From an optimization exercise on the open Yosys and OpenROAD flow, aimed at small area; shortcuts taken in it are not production practice. Function was checked by simulation only, so behaviour that the tests miss may differ from the original. Power is estimated from default activity; no workload was simulated.

## mms_asc
module mms_asc (
    input  wire        clk,
    input  wire        rst,
    input  wire        tick,
    input  wire        cmd_valid,
    input  wire [31:0] cmd_word,
    output wire        ready,
    output wire [31:0] rd_data,
    output wire [15:0] pwm_duty
);
Size in the first run: roughly 2900 cells after synthesis, ~510 flip-flops, about 85 I/O pins, roughly 24000 um2 of cells after synthesis.
clock: 25.0 ns
lec_check: 0
abc_area: 1
cap_margin: 20
core_margin: 2
core_utilization: 60
cts_cluster_diameter: 76
cts_cluster_size: 26
hold_slack_margin: 0
place_density: 0.68
slew_margin: 20
standard.sh (not shown) runs the stock make flow with config.mk's settings and CLKGATE_MAP_FILE= SYNTH_SCRIPT=/design/flow/synth_recipe.tcl, a recipe that flattens the netlist after the stock synthesis.
==> flow/flow/run.sh <==
#!/bin/bash
# Standard layout, with buf_1 as the port buffer cell, clkbuf_8 leaf clock buffers, no dummy loads.
set -e
export BUFFER_PORTS_ARGS="-buffer_cell sky130_fd_sc_hd__buf_1"
export CTS_ARGS="-sink_clustering_enable -repair_clock_nets -sink_clustering_size 16 -sink_clustering_max_diameter 60 -sink_clustering_buffer sky130_fd_sc_hd__clkbuf_8 -dont_use_dummy_load"
bash standard.sh > standard.log 2>&1
==> next run, changes <==
--- a/flow/design.v
+++ b/flow/design.v
@@ -129,17 +129,17 @@
         S_LP0 = 7'd48, S_LP1 = 7'd49, S_LPS = 7'd50, S_LP3 = 7'd51,
         S_LP5 = 7'd52, S_LPL = 7'd53, S_GM = 7'd54, S_SAT = 7'd55,
         W_CL1 = 7'd56, S_CL1 = 7'd57, S_CLP = 7'd58, S_CL2 = 7'd59,
         S_CL3 = 7'd60, S_CL4 = 7'd61, S_PM = 7'd62, S_PC = 7'd63,
         S_PK1 = 7'd64, S_PK2 = 7'd65, S_PW = 7'd66, W_NOFF = 7'd67;
     localparam [4:0]
         B_ZERO = 5'd0,  B_E    = 5'd1,  B_M16  = 5'd2,  B_RAW  = 5'd3,
         B_1000 = 5'd4,  B_L    = 5'd5,  B_H    = 5'd6,  B_S    = 5'd7,
-        B_REL_UNUSED = 5'd8,  B_125  = 5'd9,  B_GAIN = 5'd10, B_GE9  = 5'd11,
+        B_REL  = 5'd8,  B_125  = 5'd9,  B_GAIN = 5'd10, B_GE9  = 5'd11,
         B_SAT  = 5'd12, B_LPP  = 5'd13, B_THR  = 5'd14, B_PMAX = 5'd15,
         B_PCEN = 5'd16, B_20K  = 5'd17, B_NCMP = 5'd18, B_FREQ = 5'd19,
         B_M4   = 5'd20;
     localparam [1:0] A_H = 2'd0, A_ZERO = 2'd1, A_SHL = 2'd2;
     localparam [1:0] H_HOLD = 2'd0, H_SUM = 2'd1, H_SHR = 2'd2, H_DIVQ = 2'd3;
     localparam [1:0] L_HOLD = 2'd0, L_LDH = 2'd1, L_SHR = 2'd2, L_LDC = 2'd3;
     localparam [3:0] P_LP1 = 4'd14;    
     localparam [3:0] P_THR = 4'd13;    
@@ -271,17 +271,18 @@
     always @(*) begin
         case (b_sel)
             B_E:    bv = {1'b0, env_elapsed[20:0]};
             B_M16:  bv = {2'd0, tb0, 4'd0};
             B_M4:   bv = {4'd0, tb0, 2'd0};
             B_RAW:  bv = {{6{rv[15]}}, rv};
             B_1000: bv = 22'd1000;
             B_L:    bv = {6'd0, L};
-            B_S:    bv = {12'd0, (env_state == E_RELEASE) ? env_rel_start : env_s_lvl};
+            B_S:    bv = {12'd0, env_s_lvl};
+            B_REL:  bv = {12'd0, env_rel_start};
             B_125:  bv = 22'd125;
             B_GAIN: bv = {14'd0, gain};
             B_GE9:  bv = {4'd0, ge, 9'd0};
             B_SAT:  bv = H[21] ? 22'h3F8000 : 22'h007FFF;
             B_LPP:  bv = {{6{lpp_v[15]}}, lpp_v};
             B_THR:  bv = {7'd0, thr_v[14:0]};
             B_PMAX: bv = {6'd0, pwm_max};
             B_PCEN: bv = {6'd0, pwm_center};
@@ -599,17 +600,17 @@
                         (env_state == E_DECAY)   ? B_1000 : B_ZERO;
                 st_n = S_EL;
             end
             S_K1: begin
                 a_sel = A_ZERO; h_op = H_SUM;
                 case (env_state)
                     E_ATTACK: b_sel = B_1000;
                     E_DECAY:  begin b_sel = B_S; sub = 1'b1; cin = 1'b1; end
-                    default:  b_sel = B_S;
+                    default:  b_sel = B_REL;
                 endcase
                 st_n = (env_state == E_DECAY) ? S_K2 : S_KL;
             end
             S_K2: begin
                 b_sel = B_1000; h_op = H_SUM;
                 st_n = S_KL;
             end
             S_KL: begin
@@ -628,17 +629,17 @@
                 end
                 if (cnt == 6'd19) st_n = (env_state == E_ATTACK) ? S_EZ : S_EQ1;
             end
             S_EQ1: begin
                 a_sel = A_ZERO; b_sel = B_L; sub = 1'b1; cin = 1'b1; h_op = H_SUM;
                 st_n = S_EQ2;
             end
             S_EQ2: begin
-                b_sel = (env_state == E_DECAY) ? B_1000 : B_S; h_op = H_SUM;
+                b_sel = (env_state == E_DECAY) ? B_1000 : B_REL; h_op = H_SUM;
                 st_n = S_EL;
             end
             S_EL: begin
                 l_op = L_LDH; a_sel = A_ZERO; h_op = H_SUM;
                 st_n = S_T1W;
             end
             S_EZ: begin
                 a_sel = A_ZERO; h_op = H_SUM;
Clock skew rose by 0.026 ns.
Clock power falls by about 4.4%.
Core utilization fell by 0.64 points.
Cell area came out higher by about 0.8%.
Sequential share of layout area is lower by 0.40 points.
Total power drops by about 3.5%.
Clock-buffer cell count is lower by 2.
Cell count increases by about 3%.
Wire length shrinks by 3.3%.
Via count barely changes.
Combinational power falls by about 6%.
Setup slack improves by 0.18 ns.

[static timing again, ports no longer ideal]
In the flow no input, the clock included, has a driving cell. The finished layouts below were timed again as built, in two steps.
Step 1 sets driving cells, clkbuf_16 on the clock port and buf_2 on the other inputs (assumed; they add their load-dependent delay and slew).
Step 2 adds t to the input delays and takes it off the output delays; t is the mean of the earliest and latest rising clock arrival at the registers after step 1. Input paths then give back, and output paths get back, about the clock's delay inside the block.
a / b / c = ideal ports / drivers / drivers and shift; a / b = the first two.
run	shift t [ns]	setup slack, ns	latest minus earliest clock arrival (ns)	slew at the worst register clock pin (ns)
the first run	0.619	11.527 / 11.527 / 11.527	0.057 / 0.057	0.11 / 0.11
the second run	0.584	11.710 / 11.710 / 11.710	0.086 / 0.086	0.11 / 0.11
After both steps setup and hold are still met in every run listed.
